Source: an optimization exercise on an open RTL-to-GDS flow (aim: small area). Production flows keep margins and buffers that such runs may drop. Function was checked by simulation only, so behaviour that the tests miss may differ from the original. No driver is modelled on the clock port, so clocking that relies on it looks cheaper here than on a real chip. Power figures rest on the tool's default switching activity, not on a simulated workload.

==> v15 <==
## pico_i2c_slave
module pico_i2c_slave (
    input  wire       clk,
    input  wire       rst,
    input  wire       scl_i,
    input  wire       sda_i,
    output wire       sda_o,
    output reg        rx_ovf,
    output reg        tx_ovf,
    output reg  [1:0] diag_code
);
    localparam [1:0] BE_IDLE = 2'd0,
                     BE_ADDR = 2'd1,
                     BE_RX   = 2'd2,
                     BE_TX   = 2'd3;
    reg [1:0] be;
    reg [3:0] bitcnt;
    reg       rx_eq;
    reg [2:0] rx_lo;
    reg       rw;
    reg       scl_q, sda_q;
    reg       sda_out;
    reg [3:0] head;       
    reg       valid;      
    reg [1:0] mode;       
    reg [7:0] seq;        
    wire scl = scl_i;
    wire sda = sda_i & sda_out;
    wire lc_start = scl_q & scl &  sda_q & ~sda;
    wire lc_stop  = scl_q & scl & ~sda_q &  sda;
    wire lc_rise  = ~scl_q & scl & (sda_q == sda);
    wire lc_fall  = scl_q & ~scl & (sda_q == sda);
    wire bc_le7 = ~bitcnt[3];
    wire bc_8   = bitcnt[3] & ~bitcnt[0];
    wire bc_9   = bitcnt[3] &  bitcnt[0];
    wire bc_0   = bitcnt == 4'd0;
    wire bc_4   = ~bitcnt[3] & bitcnt[2] & ~bitcnt[1] & ~bitcnt[0];
    wire bc_le4 = ~bitcnt[3] & (~bitcnt[2] | (~bitcnt[1] & ~bitcnt[0]));
    wire bc_1to7 = ~bitcnt[3] & (bitcnt[2:0] != 3'd0);
    wire addr_hit = rx_eq & (rx_lo[2:1] == 2'b00);
    wire [1:0] rx_class = !rx_eq            ? 2'd1 :
                          (rx_lo == 3'b011) ? 2'd2 :
                          (rx_lo == 3'b100) ? 2'd3 :
                          (rx_lo == 3'b101) ? 2'd0 : 2'd1;
    wire [2:0] tx_pos = ~(bitcnt[2:0] & {3{~bitcnt[3]}});
    reg [7:0] cbyte;
    always @* begin
        case ({mode, head})
  ...
==> flow/config.mk <==
export PLATFORM = sky130hd
export DESIGN_NAME = pico_i2c_slave
export DESIGN_NICKNAME = pico_i2c_slave
export VERILOG_FILES = /design/flow/design.v
export SDC_FILE = /design/flow/constraint.sdc
export NUM_CORES = 4
export LEC_CHECK = 0
export CAP_MARGIN = 20
export CORE_MARGIN = 2
export CORE_UTILIZATION = 40
export SLEW_MARGIN = 20
==> flow/constraint.sdc <==
create_clock -name core_clock -period 10.0 [get_ports {clk}]
set_input_delay 2.0000 -clock core_clock [delete_from_list [all_inputs] [get_ports {clk}]]
set_output_delay 2.0000 -clock core_clock [all_outputs]
set_load 0.01 [all_outputs]
standard.sh (not shown) runs the stock make flow with config.mk's settings and CLKGATE_MAP_FILE= SYNTH_SCRIPT=/design/flow/synth_recipe.tcl, a recipe that flattens the netlist after the stock synthesis.
==> flow/flow/run.sh <==
#!/bin/bash
# Layout flow: the standard synthesis, then the combinational logic of
# the synthesized netlist is re-mapped by ABC with a stronger area script
# (flip-flops keep their instances, names and cell types), then the rest of
# the standard layout from floorplan to finish, with the smallest buffer
# (buf_1) as the port buffer that every input and output port gets, and the
# clock buffered by one clkbuf_16 (flow/pre_cts.tcl, run before TritonCTS)
# that drives all flip-flop clock pins.
# Each tool's full output goes to a log file in this folder.
set -euo pipefail
HERE=$(pwd)
RES=$HERE/orfs/results/${FLOW_PLATFORM:-sky130hd}/pico_i2c_slave/base
YOSYS=$FLOW_HOME/../tools/install/yosys/bin/yosys
[ -x "$YOSYS" ] || YOSYS=yosys

bash standard.sh synth > standard_synth.log 2>&1

cp $RES/1_2_yosys.v $HERE/synth_standard.v
export LIB=$FLOW_HOME/platforms/sky130hd/lib/sky130_fd_sc_hd__tt_025C_1v80.lib
export IN_V=$HERE/synth_standard.v
export TOP=${FLOW_TOP:-pico_i2c_slave}
export DONT_USE="$(sed -n '/^export DONT_USE_CELLS/,/^#/p' $FLOW_HOME/platforms/sky130hd/config.mk | grep -o 'sky130_fd_sc_hd__[a-z0-9_]*' | tr '\n' ' ')"
export KEEP_CELLS="$(grep -o 'sky130_fd_sc_hd__[a-z0-9_]*' $IN_V | sort -u | grep -E '__(df|edf|sdf|dl|conb|tap|fill|decap|diode)' | tr '\n' ' ')"
# Several ABC scripts (an iterated rewrite script, and deep synthesis with
# four fixed seeds), run in parallel; the smallest result is used.
VARIANTS="a b0 b1 b2 b3"
for v in $VARIANTS; do
  ( export ABC_SCRIPT=$HERE/flow/reopt_$v.abc OUT_V=$HERE/synth_reopt_$v
    $YOSYS -c $HERE/flow/reopt.tcl > reopt_yosys_$v.log 2>&1
    python3 $HERE/flow/pick_top.py $OUT_V.all $OUT_V.v $TOP > pick_top_$v.log 2>&1 ) &
done
wait
best=""; best_area=""
for v in $VARIANTS; do
  [ -s $HERE/synth_reopt_$v.v ] || { echo "script $v: failed" >> reopt_choice.log; continue; }
  area=$(grep "Chip area for top module" $HERE/synth_reopt_$v.stat | awk '{print $NF}')
  [ -n "$area" ] || continue
  echo "script $v: area $area" >> reopt_choice.log
  if [ -z "$best" ] || awk "BEGIN{exit !($area < $best_area)}"; then best=$v; best_area=$area; fi
done
echo "using script $best" >> reopt_choice.log
cp $HERE/synth_reopt_$best.v $HERE/synth_reopt.v

# Hand the re-mapped netlist to the rest of the standard flow.
cp $HERE/synth_reopt.v $RES/1_2_yosys.v
touch $RES/1_2_yosys.v
export BUFFER_PORTS_ARGS="-buffer_cell sky130_fd_sc_hd__buf_1"
export PRE_CTS_TCL=$HERE/flow/pre_cts.tcl CTS_NBUF=1 CTS_BUF=sky130_fd_sc_hd__clkbuf_16
export CTS_ARGS="-clk_nets clk -repair_clock_nets -buf_list sky130_fd_sc_hd__clkbuf_16 -dont_use_dummy_load"
bash standard.sh finish > standard_finish.log 2>&1
==> flow/flow/pre_cts.tcl <==
# Clock buffering done here instead of by TritonCTS: the flip-flops are split
# into CTS_NBUF groups by position (left to right), and one buffer of type
# CTS_BUF placed at the centre of each group drives the group's clock pins.
# The clock port drives only these buffers; TritonCTS is then run on the
# clock port's net alone.
set block [ord::get_db_block]
set db [ord::get_db]
set nbuf $::env(CTS_NBUF)
set master [$db findMaster $::env(CTS_BUF)]
set clknet [$block findNet clk]
set sinks {}
foreach iterm [$clknet getITerms] {
  set loc [[$iterm getInst] getLocation]
  lappend sinks [list [lindex $loc 0] [lindex $loc 1] $iterm]
}
set sinks [lsort -integer -index 0 $sinks]
set n [llength $sinks]
for {set g 0} {$g < $nbuf} {incr g} {
  set lo [expr {($g * $n) / $nbuf}]
  set hi [expr {(($g + 1) * $n) / $nbuf - 1}]
  set inst [odb::dbInst_create $block $master clkbuf_root_$g]
  set net [odb::dbNet_create $block clk_root_$g]
  $net setSigType CLOCK
  set sx 0; set sy 0; set k 0
  foreach s [lrange $sinks $lo $hi] {
    set iterm [lindex $s 2]
    set sx [expr {$sx + [lindex $s 0]}]
    set sy [expr {$sy + [lindex $s 1]}]
    incr k
    $iterm disconnect
    $iterm connect $net
  }
  [$inst findITerm A] connect $clknet
  [$inst findITerm X] connect $net
  $inst setLocation [expr {$sx / $k}] [expr {$sy / $k}]
  $inst setPlacementStatus PLACED
  puts "pre_cts: clkbuf_root_$g drives $k clock pins"
}
global_connect
==> flow/flow/reopt_b0.abc <==
strash
&get -n
&deepsyn -J 100 -T 300 -S 0
&put
dch
amap
topo
==> flow/flow/reopt_b1.abc <==
strash
&get -n
&deepsyn -J 100 -T 300 -S 1
&put
dch
amap
topo
==> flow/flow/reopt_b2.abc <==
strash
&get -n
&deepsyn -J 100 -T 300 -S 2
&put
dch
amap
topo
==> flow/flow/reopt_b3.abc <==
strash
&get -n
&deepsyn -J 100 -T 300 -S 3
&put
dch
amap
topo
Other scripts of this flow, unchanged in this note and not shown: flow/flow/pick_top.py, flow/flow/reopt.tcl, flow/flow/reopt_a.abc
==> v31: changes against v15 <==
--- a/flow/design.v
+++ b/flow/design.v
@@ -129,58 +129,65 @@
             scl_q   <= 1'b1;
             sda_q   <= 1'b1;
             sda_out <= 1'b1;
         end else begin
             scl_q <= scl;
             sda_q <= sda;
             if (lc_start || lc_stop) begin
                 be      <= lc_start ? BE_ADDR : BE_IDLE;
+                bitcnt  <= 4'd0;
                 sda_out <= 1'b1;
             end else if (lc_rise) begin
                 if (be != BE_IDLE && !bc_9) begin
+                    bitcnt <= bitcnt + 4'd1;
                     if (keep) begin
-                        if (bc_le4) begin
-                        end else if (!bc_8 || be == BE_TX)
+                        if (bc_le4)
+                            rx_eq <= (bc_0 | rx_eq) &
+                                     (sda == (be == BE_ADDR & bc_4));
+                        else if (!bc_8 || be == BE_TX)
                             rx_lo <= {rx_lo[1:0], sda};
                     end
                 end
             end else if (lc_fall) begin
                 case (be)
                     BE_ADDR: begin
                         if (bc_8) begin
                             if (addr_hit) begin
                                 rw      <= rx_lo[0];
                                 sda_out <= 1'b0;
                             end else begin
                                 be <= BE_IDLE;
                             end
                         end else if (bc_9) begin
+                            bitcnt <= 4'd0;
                             if (!rw) begin
                                 be      <= BE_RX;
                                 sda_out <= 1'b1;
                             end else begin
                                 be      <= BE_TX;
                                 sda_out <= tx_bit;
                             end
                         end
                     end
                     BE_RX: begin
                         if (bc_8) begin
                             sda_out <= 1'b0;
                         end else if (bc_9) begin
                             sda_out <= 1'b1;
+                            bitcnt  <= 4'd0;
                         end
                     end
                     BE_TX: begin
                         if (bc_1to7) begin
                             sda_out <= tx_bit;
                         end else if (bc_8) begin
                             sda_out <= 1'b1;
                         end else if (bc_9) begin
+                            bitcnt <= 4'd0;
                             if (!rx_lo[0]) begin
                                 sda_out <= tx_bit;
                             end else begin
                                 be      <= BE_IDLE;
                                 sda_out <= 1'b1;
                             end
                         end
                     end
@@ -192,37 +199,32 @@
     always @(posedge clk) begin
         if (rst) begin
             valid     <= 1'b0;
             rx_ovf    <= 1'b0;
             tx_ovf    <= 1'b0;
             diag_code <= 2'd0;
         end else begin
             diag_code <= 2'd0;
-            if (ev_rx) begin
+            if (lc_start || lc_stop) begin
+                head <= 4'd0;
+            end else if (ev_rx) begin
                 if (head == 4'd9) begin
+                    head      <= 4'd0;
                     rx_ovf    <= 1'b1;
                     diag_code <= 2'd1;
-                end else if (head == 4'd8) begin
-                    valid <= 1'b1;
-                    mode  <= rx_class;
+                end else begin
+                    head <= head + 4'd1;
+                    if (head == 4'd8) begin
+                        valid <= 1'b1;
+                        mode  <= rx_class;
+                        seq   <= valid ? seq + 8'd1 : 8'd0;
+                    end
                 end
+            end else if (lc_rise & (be == BE_TX) & bc_8) begin
+                head <= head + 4'd1;
             end else if (fetch & (head == 4'd15)) begin
                 tx_ovf    <= 1'b1;
                 diag_code <= 2'd2;
             end
         end
     end
-    wire       bc_clr = lc_start | lc_stop | (lc_fall & bc_9);
-    wire       bc_inc = lc_rise & ~bc_9;
-    wire       hd_clr = lc_start | lc_stop | (ev_rx & head == 4'd9);
-    wire       hd_inc = ev_rx | (lc_rise & (be == BE_TX) & bc_8);
-    wire       build  = ev_rx & (head == 4'd8);
-    wire       sq_clr = build & ~valid;
-    wire       eq_upd = lc_rise & (be != BE_IDLE) & ~bc_9 & keep & bc_le4;
-    wire       eq_bit = sda == (be == BE_ADDR & bc_4);
-    always @(posedge clk) begin
-        rx_eq  <= (rx_eq & ~(eq_upd & ~eq_bit)) | (eq_upd & bc_0 & eq_bit);
-        bitcnt <= bc_clr ? 4'd0 : bitcnt + {3'd0, bc_inc};
-        head   <= hd_clr ? 4'd0 : head + {3'd0, hd_inc};
-        seq    <= sq_clr ? 8'd0 : seq + {7'd0, build};
-    end
 endmodule
==> flow/flow/run.sh (replaced) <==
#!/bin/bash
# Layout flow: the standard synthesis, then the combinational logic of
# the synthesized netlist is re-mapped by ABC with a stronger area script
# (flip-flops keep their instances, names and cell types), then the rest of
# the standard layout from floorplan to finish.
# Each tool's full output goes to a log file in this folder.
set -euo pipefail
HERE=$(pwd)
RES=$HERE/orfs/results/${FLOW_PLATFORM:-sky130hd}/pico_i2c_slave/base
YOSYS=$FLOW_HOME/../tools/install/yosys/bin/yosys
[ -x "$YOSYS" ] || YOSYS=yosys

bash standard.sh synth > standard_synth.log 2>&1

cp $RES/1_2_yosys.v $HERE/synth_standard.v
export LIB=$FLOW_HOME/platforms/sky130hd/lib/sky130_fd_sc_hd__tt_025C_1v80.lib
export IN_V=$HERE/synth_standard.v
export TOP=${FLOW_TOP:-pico_i2c_slave}
export DONT_USE="$(sed -n '/^export DONT_USE_CELLS/,/^#/p' $FLOW_HOME/platforms/sky130hd/config.mk | grep -o 'sky130_fd_sc_hd__[a-z0-9_]*' | tr '\n' ' ')"
export KEEP_CELLS="$(grep -o 'sky130_fd_sc_hd__[a-z0-9_]*' $IN_V | sort -u | grep -E '__(df|edf|sdf|dl|conb|tap|fill|decap|diode)' | tr '\n' ' ')"
# Two ABC scripts; the smaller result is used.
best=""; best_area=""
for v in a b; do
  export ABC_SCRIPT=$HERE/flow/reopt_$v.abc OUT_V=$HERE/synth_reopt_$v
  $YOSYS -c $HERE/flow/reopt.tcl > reopt_yosys_$v.log 2>&1
  python3 $HERE/flow/pick_top.py $OUT_V.all $OUT_V.v $TOP > pick_top_$v.log 2>&1
  area=$(grep "Chip area for top module" $OUT_V.stat | awk '{print $NF}')
  echo "script $v: area $area" >> reopt_choice.log
  if [ -z "$best" ] || awk "BEGIN{exit !($area < $best_area)}"; then best=$v; best_area=$area; fi
done
echo "using script $best" >> reopt_choice.log
cp $HERE/synth_reopt_$best.v $HERE/synth_reopt.v

# Hand the re-mapped netlist to the rest of the standard flow.
cp $HERE/synth_reopt.v $RES/1_2_yosys.v
touch $RES/1_2_yosys.v
export BUFFER_PORTS_ARGS="-buffer_cell sky130_fd_sc_hd__buf_1"
export CTS_ARGS="-sink_clustering_enable -repair_clock_nets -buf_list sky130_fd_sc_hd__clkbuf_8 -root_buf sky130_fd_sc_hd__clkbuf_8 -sink_clustering_size 40 -sink_clustering_max_diameter 500 -dont_use_dummy_load"
bash standard.sh finish > standard_finish.log 2>&1
==> flow/flow/reopt_b.abc (new file) <==
strash
&get -n
&deepsyn -J 100 -T 300
&put
dch
amap
topo
removed: flow/flow/pre_cts.tcl
removed: flow/flow/reopt_b0.abc
removed: flow/flow/reopt_b1.abc
removed: flow/flow/reopt_b2.abc
removed: flow/flow/reopt_b3.abc
==> summary of the runs <==
Between v31 and v15, the lower power is in v15 (gap 9.1%, measured against v15).
In sequential cell count, v15 and v31 do not differ.
Of v31 and v15, v31 has the higher sequential share of layout area (gap 3.2 points).
Against v31, the die area of v15 is lower by 9.1%.
Of v15 and v31, v15 has the higher core utilization (gap 0.22 points).
==> figures <==
Run status: v15 complete, no violations; v31 complete, no violations
Layout-to-synthesis area ratio: v15 1.064x; v31 1.093x
Number of cells traversed by the worst register-to-register path: v15 17; v31 21
Fin util: v15 45.0%; v31 44.8%
Non-clock inverter count: v15 41; v31 37
Post-synthesis instance total: v15 270; v31 275
Worst setup endpoint: v15 seq[7]; v31 sda_out
Pwr Density: v15 119 nW/um^2; v31 114 nW/um^2
Fraction of power spent switching nets: v15 28.2%; v31 24.0%
Post-synthesis average cell area: v15 6.97 um^2; v31 7.56 um^2
Reported clock group power: v15 0.0528 mW; v31 0.0898 mW

---

==> job 1859 <==
pico_i2c_slave with an RTL version that a note above also has.
Settings: LEC_CHECK=0, CAP_MARGIN=20, CORE_MARGIN=2, CORE_UTILIZATION=40, SLEW_MARGIN=20; clock period 10.0 ns.
==> flow/flow/run.sh <==
#!/bin/bash
# Layout flow: the standard synthesis, then the combinational logic of
# the synthesized netlist is re-mapped by ABC with a stronger area script
# (flip-flops keep their instances, names and cell types), then the rest of
# the standard layout from floorplan to finish, with the smallest buffer
# (buf_1) as the port buffer that every input and output port gets.
# Each tool's full output goes to a log file in this folder.
set -euo pipefail
HERE=$(pwd)
RES=$HERE/orfs/results/${FLOW_PLATFORM:-sky130hd}/pico_i2c_slave/base
YOSYS=$FLOW_HOME/../tools/install/yosys/bin/yosys
[ -x "$YOSYS" ] || YOSYS=yosys

bash standard.sh synth > standard_synth.log 2>&1

cp $RES/1_2_yosys.v $HERE/synth_standard.v
export LIB=$FLOW_HOME/platforms/sky130hd/lib/sky130_fd_sc_hd__tt_025C_1v80.lib
export IN_V=$HERE/synth_standard.v
export TOP=${FLOW_TOP:-pico_i2c_slave}
export DONT_USE="$(sed -n '/^export DONT_USE_CELLS/,/^#/p' $FLOW_HOME/platforms/sky130hd/config.mk | grep -o 'sky130_fd_sc_hd__[a-z0-9_]*' | tr '\n' ' ')"
export KEEP_CELLS="$(grep -o 'sky130_fd_sc_hd__[a-z0-9_]*' $IN_V | sort -u | grep -E '__(df|edf|sdf|dl|conb|tap|fill|decap|diode)' | tr '\n' ' ')"
# Two ABC scripts; the smaller result is used.
best=""; best_area=""
for v in a b; do
  export ABC_SCRIPT=$HERE/flow/reopt_$v.abc OUT_V=$HERE/synth_reopt_$v
  $YOSYS -c $HERE/flow/reopt.tcl > reopt_yosys_$v.log 2>&1
  python3 $HERE/flow/pick_top.py $OUT_V.all $OUT_V.v $TOP > pick_top_$v.log 2>&1
  area=$(grep "Chip area for top module" $OUT_V.stat | awk '{print $NF}')
  echo "script $v: area $area" >> reopt_choice.log
  if [ -z "$best" ] || awk "BEGIN{exit !($area < $best_area)}"; then best=$v; best_area=$area; fi
done
echo "using script $best" >> reopt_choice.log
cp $HERE/synth_reopt_$best.v $HERE/synth_reopt.v

# Hand the re-mapped netlist to the rest of the standard flow.
cp $HERE/synth_reopt.v $RES/1_2_yosys.v
touch $RES/1_2_yosys.v
export BUFFER_PORTS_ARGS="-buffer_cell sky130_fd_sc_hd__buf_1"
export CTS_ARGS="-sink_clustering_enable -repair_clock_nets -buf_list sky130_fd_sc_hd__clkbuf_4 -dont_use_dummy_load -sink_clustering_size 8 -sink_clustering_max_diameter 30"
bash standard.sh finish > standard_finish.log 2>&1
Other scripts of this flow, unchanged in this note and not shown: flow/flow/pick_top.py, flow/flow/reopt.tcl, flow/flow/reopt_a.abc, flow/flow/reopt_b.abc
==> inputs of job 7312, as changes to job 1859 <==
--- a/flow/design.v
+++ b/flow/design.v
@@ -130,19 +130,17 @@
             sda_q   <= 1'b1;
             sda_out <= 1'b1;
         end else begin
             scl_q <= scl;
             sda_q <= sda;
             if (lc_start || lc_stop) begin
                 be      <= lc_start ? BE_ADDR : BE_IDLE;
-                bitcnt  <= 4'd0;
                 sda_out <= 1'b1;
             end else if (lc_rise) begin
                 if (be != BE_IDLE && !bc_9) begin
-                    bitcnt <= bitcnt + 4'd1;
                     if (keep) begin
                         if (bc_le4)
                             rx_eq <= (bc_0 | rx_eq) &
                                      (sda == (be == BE_ADDR & bc_4));
                         else if (!bc_8 || be == BE_TX)
                             rx_lo <= {rx_lo[1:0], sda};
                     end
@@ -154,39 +152,36 @@
                             if (addr_hit) begin
                                 rw      <= rx_lo[0];
                                 sda_out <= 1'b0;
                             end else begin
                                 be <= BE_IDLE;
                             end
                         end else if (bc_9) begin
-                            bitcnt <= 4'd0;
                             if (!rw) begin
                                 be      <= BE_RX;
                                 sda_out <= 1'b1;
                             end else begin
                                 be      <= BE_TX;
                                 sda_out <= tx_bit;
                             end
                         end
                     end
                     BE_RX: begin
                         if (bc_8) begin
                             sda_out <= 1'b0;
                         end else if (bc_9) begin
                             sda_out <= 1'b1;
-                            bitcnt  <= 4'd0;
                         end
                     end
                     BE_TX: begin
                         if (bc_1to7) begin
                             sda_out <= tx_bit;
                         end else if (bc_8) begin
                             sda_out <= 1'b1;
                         end else if (bc_9) begin
-                            bitcnt <= 4'd0;
                             if (!rx_lo[0]) begin
                                 sda_out <= tx_bit;
                             end else begin
                                 be      <= BE_IDLE;
                                 sda_out <= 1'b1;
                             end
                         end
@@ -200,31 +195,33 @@
         if (rst) begin
             valid     <= 1'b0;
             rx_ovf    <= 1'b0;
             tx_ovf    <= 1'b0;
             diag_code <= 2'd0;
         end else begin
             diag_code <= 2'd0;
-            if (lc_start || lc_stop) begin
-                head <= 4'd0;
-            end else if (ev_rx) begin
+            if (ev_rx) begin
                 if (head == 4'd9) begin
-                    head      <= 4'd0;
                     rx_ovf    <= 1'b1;
                     diag_code <= 2'd1;
-                end else begin
-                    head <= head + 4'd1;
-                    if (head == 4'd8) begin
-                        valid <= 1'b1;
-                        mode  <= rx_class;
-                        seq   <= valid ? seq + 8'd1 : 8'd0;
-                    end
+                end else if (head == 4'd8) begin
+                    valid <= 1'b1;
+                    mode  <= rx_class;
                 end
-            end else if (lc_rise & (be == BE_TX) & bc_8) begin
-                head <= head + 4'd1;
             end else if (fetch & (head == 4'd15)) begin
                 tx_ovf    <= 1'b1;
                 diag_code <= 2'd2;
             end
         end
     end
+    wire       bc_clr = lc_start | lc_stop | (lc_fall & bc_9);
+    wire       bc_inc = lc_rise & ~bc_9;
+    wire       hd_clr = lc_start | lc_stop | (ev_rx & head == 4'd9);
+    wire       hd_inc = ev_rx | (lc_rise & (be == BE_TX) & bc_8);
+    wire       build  = ev_rx & (head == 4'd8);
+    wire       sq_clr = build & ~valid;
+    always @(posedge clk) begin
+        bitcnt <= bc_clr ? 4'd0 : bitcnt + {3'd0, bc_inc};
+        head   <= hd_clr ? 4'd0 : head + {3'd0, hd_inc};
+        seq    <= sq_clr ? 8'd0 : seq + {7'd0, build};
+    end
 endmodule
--- a/flow/flow/run.sh
+++ b/flow/flow/run.sh
@@ -1,13 +1,14 @@
 #!/bin/bash
 # Layout flow: the standard synthesis, then the combinational logic of
 # the synthesized netlist is re-mapped by ABC with a stronger area script
 # (flip-flops keep their instances, names and cell types), then the rest of
 # the standard layout from floorplan to finish, with the smallest buffer
-# (buf_1) as the port buffer that every input and output port gets.
+# (buf_1) as the port buffer that every input and output port gets, and a
+# clock tree of clkbuf_4 buffers without dummy loads.
 # Each tool's full output goes to a log file in this folder.
 set -euo pipefail
 HERE=$(pwd)
 RES=$HERE/orfs/results/${FLOW_PLATFORM:-sky130hd}/pico_i2c_slave/base
 YOSYS=$FLOW_HOME/../tools/install/yosys/bin/yosys
 [ -x "$YOSYS" ] || YOSYS=yosys
 
@@ -32,9 +33,9 @@
 echo "using script $best" >> reopt_choice.log
 cp $HERE/synth_reopt_$best.v $HERE/synth_reopt.v
 
 # Hand the re-mapped netlist to the rest of the standard flow.
 cp $HERE/synth_reopt.v $RES/1_2_yosys.v
 touch $RES/1_2_yosys.v
 export BUFFER_PORTS_ARGS="-buffer_cell sky130_fd_sc_hd__buf_1"
-export CTS_ARGS="-sink_clustering_enable -repair_clock_nets -buf_list sky130_fd_sc_hd__clkbuf_4 -dont_use_dummy_load -sink_clustering_size 8 -sink_clustering_max_diameter 30"
+export CTS_ARGS="-sink_clustering_enable -repair_clock_nets -buf_list sky130_fd_sc_hd__clkbuf_4 -dont_use_dummy_load"
 bash standard.sh finish > standard_finish.log 2>&1
==> summary of the runs <==
Job 1859 completed without violations. Job 7312 completed with no timing, DRC or antenna violations.
In job 1859 the hold slack is better than in job 7312, by 0.015 ns.
Of job 1859 and job 7312, job 1859 has the higher clock power (gap about 7%, measured against job 7312).
In job 1859 the design area is higher than in job 7312, by 8.0%.
Against job 1859, the sequential power of job 7312 is smaller by about 6%.
Against job 1859, the area after synthesis of job 7312 is smaller by 6.6%.
In job 1859 the global-route usage is lower than in job 7312, by 1.6 points.
First-iteration DRC count: job 1859 is larger than job 7312 (about 140%).
Between job 7312 and job 1859, the lower clock skew is in job 7312 (gap 0.0086 ns).
Against job 7312, the maximum frequency of job 1859 is larger by about 16%.
Via count: job 1859 is larger than job 7312 (about 7%).
==> figures <==
|  | job 1859 | job 7312 |
|---|---|---|
| Run status | complete, no violations | complete, no violations |
| Detail Route met2 WL | 2520 um | 2340 um |
| Die Y-Extent | 76.1 um | 73.7 um |
| Hold EP | rx_ovf | tx_ovf |
| Count of inserted tapcells | 70 | 54 |
| Global-route usage over all layers | 0.200 | 0.216 |
| Area of the multi-input gates | 0.00106 sq mm | 0.00107 sq mm |
| Detailed-router iteration count before antenna repair | 5 | 4 |
| Critical Path Slowest Stage Cell | sky130_fd_sc_hd__edfxtp_1 | sky130_fd_sc_hd__or3_1 |
| Met3 demand-to-capacity share in global routing | 0.0403 | 0.0343 |
| Relative contribution of combinational cells to total power | 0.091 | 0.101 |
| Hold Path Depth | 2 | 1 |
| Share of cell area taken by multi-input logic gates | 0.473 | 0.516 |
| Leakage power figure | 0.692 nW | 0.691 nW |
| Internal power | 176 uW | 168 uW |
| Via density per instance | 5.84 | 5.67 |
| Post-route total power | 237 uW | 225 uW |
| Portion of total power attributed to the clock network | 0.281 | 0.276 |
| Core Box Area | 0.00507 sq mm | 0.00469 sq mm |
| Final Net Count | 295 | 299 |
| Seq power | 149 uW | 140 uW |
| Crit path largest cell delay | 0.42 ns | 0.36 ns |

-- what the ideal ports hide --
In the flow no input, the clock included, has a driving cell. The finished layouts below were timed again as built, in two steps.
Step 1, drivers: a clkbuf_16 drives clk and a buf_2 each remaining input, both assumed.
Step 2 moves the port delays by t, midway between the first and last clock arrival at a register: inputs arrive t later, outputs are due t later. That takes back most of the time a late clock gives input paths.
Three values: ideal, step 1, step 2; two values: the first two.
| run | t, ns | setup slack, ns | slew at the worst register clock pin (ns) |
|---|---|---|---|
| v15 | 0.207 | 5.168 / 5.177 / 4.970 | 0.12 / 0.12 |
| v31 | 0.303 | 5.696 / 5.696 / 5.696 | 0.07 / 0.07 |
| job 1859 | 0.350 | 5.679 / 5.679 / 5.679 | 0.12 / 0.12 |
| job 7312 | 0.340 | 4.984 / 4.987 / 4.647 | 0.10 / 0.10 |
After both steps every run listed still meets setup and hold. The setup slack of job 7312, which loses most, moves by +0.003 ns with the drivers and by -0.337 ns with both steps.
